This is an optimization exercise on Yosys and OpenROAD, whose aim is small area, a short achievable clock period and few clock cycles per item, not a production implementation.
Only simulation tests tie the RTL to the original design; equivalence was not proved.

<file path="run.sh">
#!/bin/bash
# synth_recipe.tcl (not shown) runs the flow's synth.tcl, then flattens the netlist and writes it again
# the make line also repeats each setting of config.mk as NAME=value (left out here)
make -C /OpenROAD-flow-scripts/flow DESIGN_CONFIG=/design/flow/config.mk WORK_HOME=/design/flow/orfs CLKGATE_MAP_FILE= SYNTH_SCRIPT=/design/flow/synth_recipe.tcl finish
</file>
<file path="config.mk">
export PLATFORM = sky130hd
export DESIGN_NAME = tea_cbc_engine
export DESIGN_NICKNAME = tea_cbc_engine
export VERILOG_FILES = /design/flow/design.v
export SDC_FILE = /design/flow/constraint.sdc
export NUM_CORES = 4
export LEC_CHECK = 0
export CAP_MARGIN = 20
export CORE_MARGIN = 2
export CORE_UTILIZATION = 40
export SLEW_MARGIN = 20
</file>
<file path="constraint.sdc">
create_clock -name core_clock -period 11.0 [get_ports {clk}]
set_input_delay 2.2000 -clock core_clock [delete_from_list [all_inputs] [get_ports {clk}]]
set_output_delay 2.2000 -clock core_clock [all_outputs]
set_load 0.01 [all_outputs]
</file>
<file path="design.v">
module tea_cbc_engine (
    input  wire         clk,
    input  wire         rst,
    input  wire         in_valid,
    output wire         in_ready,
    input  wire [1:0]   in_op,
    input  wire         in_first,
    input  wire [127:0] in_key,
    input  wire [31:0]  in_a,
    input  wire [31:0]  in_b,
    output wire         out_valid,
    input  wire         out_ready,
    output wire [31:0]  out_a,
    output wire [31:0]  out_b
);
    localparam [31:0] DELTA   = 32'h9E3779B9;
    localparam [31:0] SUM_END = 32'hC6EF3720;    
    localparam [1:0] S_IDLE = 2'd0, S_RUN = 2'd1, S_DONE = 2'd2;
    localparam [1:0] OP_E = 2'd0, OP_D = 2'd1, OP_CBCE = 2'd2, OP_CBCD = 2'd3;
    reg [1:0]   state;
    reg [4:0]   round;
    reg         decrypt;
    reg [127:0] key;
    reg [31:0]  a, b, c;
    reg [31:0]  cv_a, cv_b;        
    reg [31:0]  xo_a, xo_b;        
    reg [31:0]  res_a, res_b;      
    wire [31:0] k0 = key[31:0];
    wire [31:0] k1 = key[63:32];
    wire [31:0] k2 = key[95:64];
    wire [31:0] k3 = key[127:96];
    function [31:0] mix;
        input [31:0] v, sum, ka, kb;
        begin
            mix = ((v << 4) + ka) ^ (v + sum) ^ ((v >> 5) + kb);
        end
    endfunction
    wire [31:0] enc_a = a + mix(b, c, k0, k1);
    wire [31:0] enc_b = b + mix(enc_a, c, k2, k3);
    wire [31:0] dec_b = b - mix(a, c, k2, k3);
    wire [31:0] dec_a = a - mix(dec_b, c, k0, k1);
    wire in_fire  = in_valid && in_ready;
    wire out_fire = out_valid && out_ready;
    wire        in_cbc   = in_op[1];
    wire        in_dec   = in_op[0];
    wire [31:0] chain_a  = (in_cbc && !in_first) ? cv_a : 32'd0;
    wire [31:0] chain_b  = (in_cbc && !in_first) ? cv_b : 32'd0;
    assign in_ready  = (state == S_IDLE);
    assign out_valid = (state == S_DONE);
    assign out_a     = res_a;
    assign out_b     = res_b;
    reg is_cbce;
    always @(posedge clk) begin
        if (rst) begin
            state   <= S_IDLE;
            round   <= 5'd0;
            decrypt <= 1'b0;
            is_cbce <= 1'b0;
            key     <= 128'd0;
            a       <= 32'd0;
            b       <= 32'd0;
            c       <= 32'd0;
            cv_a    <= 32'd0;
            cv_b    <= 32'd0;
            xo_a    <= 32'd0;
            xo_b    <= 32'd0;
            res_a   <= 32'd0;
            res_b   <= 32'd0;
        end else begin
            case (state)
                S_IDLE: begin
                    if (in_fire) begin
                        key     <= in_key;
                        decrypt <= in_dec;
                        is_cbce <= (in_op == OP_CBCE);
                        round   <= 5'd0;
                        state   <= S_RUN;
                        if (in_dec) begin
                            a    <= in_a;
                            b    <= in_b;
                            c    <= SUM_END;
                            xo_a <= chain_a;
                            xo_b <= chain_b;
                            if (in_cbc) begin
                                cv_a <= in_a;
                                cv_b <= in_b;
                            end
                        end else begin
                            a    <= in_a ^ chain_a;
                            b    <= in_b ^ chain_b;
                            c    <= DELTA;
                            xo_a <= 32'd0;
                            xo_b <= 32'd0;
                        end
                    end
                end
                S_RUN: begin
                    if (decrypt) begin
                        a <= dec_a;
                        b <= dec_b;
                        c <= c - DELTA;
                    end else begin
                        a <= enc_a;
                        b <= enc_b;
                        c <= c + DELTA;
                    end
                    round <= round + 5'd1;
                    if (round == 5'd31) begin
                        state <= S_DONE;
                        if (decrypt) begin
                            res_a <= dec_a ^ xo_a;
                            res_b <= dec_b ^ xo_b;
                        end else begin
                            res_a <= enc_a;
                            res_b <= enc_b;
                        end
                        if (is_cbce) begin
                            cv_a <= enc_a;
                            cv_b <= enc_b;
                        end
                    end
                end
                S_DONE: begin
                    if (out_fire)
                        state <= S_IDLE;
                end
                default: state <= S_IDLE;
            endcase
        end
    end
endmodule
</file>
==> run notes <==
==> metal layers <==
metal / share of wire / wire length [µm] / up-vias
li1: - / - / 20700
met1: 0.47 / 84300 / 20900
met2: 0.40 / 73300 / 1855
met3: 0.11 / 19800 / 194
met4: 0.020 / 3650 / 0
met5: 0 / 0 / -
==> cell families (layout without fill, tap and decap cells) <==
kind of cell	after synthesis	in the layout
AOI/OAI and AO/OA	1835	1835
and+or+nand+nor	1555	1555
xor gates and xnor gates	859	859
adders and majority gates	536	536
DFF	425	425
buffers and inverters	358	691
muxes	17	17
other	0	1
==> layout make-up <==
class | count | share of cell area
Inverter | 152 | 0.0114
Timing Repair Buffer | 440 | 0.0794
Clock inverter | 23 | 0.00560
Tap cell | 1403 | 0.0350
Clock buffer | 76 | 0.0311
Sequential cell | 425 | 0.170
Multi-Input combinational cell | 4802 | 0.668
Antenna cell | 1 | 0.0000500
==> cells in the final DEF, fill, tap and decap left out, types with 32 or more instances in the layout <==
cell / instances
inv_1: 151
nor3_1: 96
nor2_1: 455
o21ai_0: 241
buf_4: 173
xor2_1: 230
clkbuf_16: 55
a21oi_1: 658
o211ai_1: 59
o21bai_1: 78
nand4_1: 32
nand2_1: 638
a22oi_1: 68
dfxtp_1: 424
ha_1: 519
clkdlybuf4s50_1: 263
a21o_1: 243
nand3_1: 69
nor2b_1: 49
nand2b_1: 56
and3_1: 42
a31oi_1: 45
o21a_1: 61
xnor2_1: 614
a211oi_1: 125
==> stage by stage <==
stage	instance area, µm²	setup WS, ns
after floorplan	43100	1.88
after global placement	48100	0.553
after detailed placement	48200	0.580
after CTS	50000	0.538
after global routing	50100	-0.00939
final	50100	0.562
==> worst paths after layout <==
check / startpoint / endpoint / slack [ns] / cells past startpoint
worst max-delay path: c[0] / b[31] / 0.56 / 45
worst max register to register: c[0] / b[31] / 0.56 / 45
worst min-delay path: res_a[22] / res_a[22] / 0.45 / 2
worst min register to register: res_a[22] / res_a[22] / 0.45 / 2
==> cells in the mapped netlist (31+ instances only) <==
cell type / instances / share of area
and2_1: 31 / 0.0045
a211oi_1: 126 / 0.022
and3_1: 42 / 0.0061
a21oi_1: 659 / 0.076
nor2_1: 455 / 0.040
a31oi_1: 46 / 0.0067
o21bai_1: 78 / 0.014
inv_1: 152 / 0.013
o211ai_1: 59 / 0.010
nor2b_1: 50 / 0.0073
nand4_1: 32 / 0.0046
xor2_1: 232 / 0.047
nor3_1: 96 / 0.011
a21o_1: 243 / 0.042
a22oi_1: 69 / 0.012
o21ai_0: 241 / 0.028
nand2b_1: 57 / 0.0083
o21a_1: 61 / 0.011
nand2_1: 640 / 0.056
xnor2_1: 619 / 0.13
ha_1: 519 / 0.15
dfxtp_1: 425 / 0.20
clkbuf_1: 178 / 0.015
nand3_1: 69 / 0.0080
==> what timing repair did <==
item | CTS | global route
buffers inserted | 0 | 2
endpoints found under the setup margin | 0 | 7
hold endpoints to repair | 0 | 0
resized for setup | 0 | 11
hold buffers | 0 | 0
==> critical path: cells and delay by family (launching register included) <==
family                     cells  cell delay, ns
AOI/OAI and AO/OA             26            5.38
and+or+nand+nor                3            0.35
DFF                            1            0.32
adders and majority gates      5            1.84
buffers and inverters          3            0.46
xor gates and xnor gates       8            1.94
==> impl_metrics.tcl <==
set metrics [dict create \
    drc 0 \
    synth.distinct_cells 86 \
    cp_max_fo 7 \
    grt_pass1_wl_mm 264 \
    status "complete, no violations" \
    core_area_um2 107000 \
    overflow 0 \
    async_reset_ff_frac 0 \
    crit_type "reg -> reg" \
    cp_data_arrival_time_ns 10.99 \
    hp-class "reg -> reg" \
    critPathMaxStageDelay_ns 0.46 \
    track_usage 0.317 \
    cts_buffers 54 \
    grt.busiest_layer "met1" \
    slew_headroom 0.161 \
    routedWlPerCell_um 24.7 \
    path_common_cell "a21o_1" \
    muxShareOfSynthArea 0.00397 \
    place_hpwl_mm 145 \
    slew_violations 0 \
    cts_sinks 425 \
    root_buffer "clkbuf_16" \
    dp_cells 7220 \
    areaGrowthSynthToFinish_pct 16.1 \
    nets 6610 \
    firstDrtPassIters 6 \
    io_pins 265 \
    dieArea_um2 110000 \
    drt-total-wl_mm 181 \
    synth-edff-count 0 \
    synthFlopType "dfxtp_1" \
    ys_seq_area_frac 0.197 \
    max_freq_ghz 0.0958 \
    clock_path_buffers 3 \
    drv_cap 0 \
    clkTransAtPathRegs_ns 0.06 \
    largest_reg_flops 128 \
    cts_tree "built" \
    multi_input_area_um2 33400 \
    grt_max_degree 146 \
    drive_gt1_frac 0.0576 \
    grt_use_met1 0.476 \
    syn_area_um2 43100 \
    netlist_instances 5585 \
    use_met3 0.0612 \
    synth_xor_area_frac 0.177 \
    antenna_left 0 \
    synth-simple-area-share 0.159 \
    syn_nets 6320 \
    routed_via_density 5.96 \
    synth_top_family_by_area "compound AO/OA/AOI/OAI gates" \
    drt-initial-drc-count 5113 \
    clock_latency_ns 0.68 \
    initial_core_util 0.403 \
    synth_warnings 1 \
    slowest_stage "ha_1" \
    hold_viol 0 \
    port_buffers 264 \
    synth-compound-area-share 0.273 \
    die_h_um 332 \
    period_needed_ns 10.44 \
    top_register "key" \
    n_fill_cell 10800 \
    crit_required_ns 11.55 \
    grt_pass1_vias 40900 \
    fp-row-count 120 \
    die_width_um 332 \
    antenna_found_initial 6 \
    yosys.area_share.adder 0.158 \
    setup_tns_ns 0 \
    setup_viol 0 \
    end_kind "register" \
    syn_area_per_cell_um2 7.72 \
    use_met2 0.459 \
    ys_ff_latch 425 \
    tightestPinTransition_ns 1.25 \
    fin_cells 7322 \
    final_util 0.468 \
    vias 43700 \
    seq_area_um2 8510 \
    whs_ns 0.451 \
    critPathLaunchType "register" \
    timing.final.crit_share 0.949 \
    gp_congestion 0.990 \
    clock_skew_ns 0.0382 \
    htree_num_levels 2 \
]
Testbench counts, summed over its fixed seeds: cycles 108,800, items 3,200.

[separate check: timing with driven ports]
No port has a modelled driver above. Below, the same layout with a new extraction and two added sets of constraints. Step 1 sets driving cells, clkbuf_16 on the clock port and buf_2 on the other inputs (assumed; they add their load-dependent delay and slew). Step 2 also shifts input and output timing later by t, the mid clock arrival at the registers, as if the neighbouring blocks saw the same clock. a / b / c = no drivers / after step 1 / after step 2; a / b = the first two.
t (ns): 0.738
setup slack, ns: 0.562 / 0.562 / 0.562
worst register clock-pin slew, ns: 0.07 / 0.07
After both steps setup and hold are still met in this run. For this run, drivers alone change the setup slack by 0.000 ns; drivers and shift together by 0.000 ns.
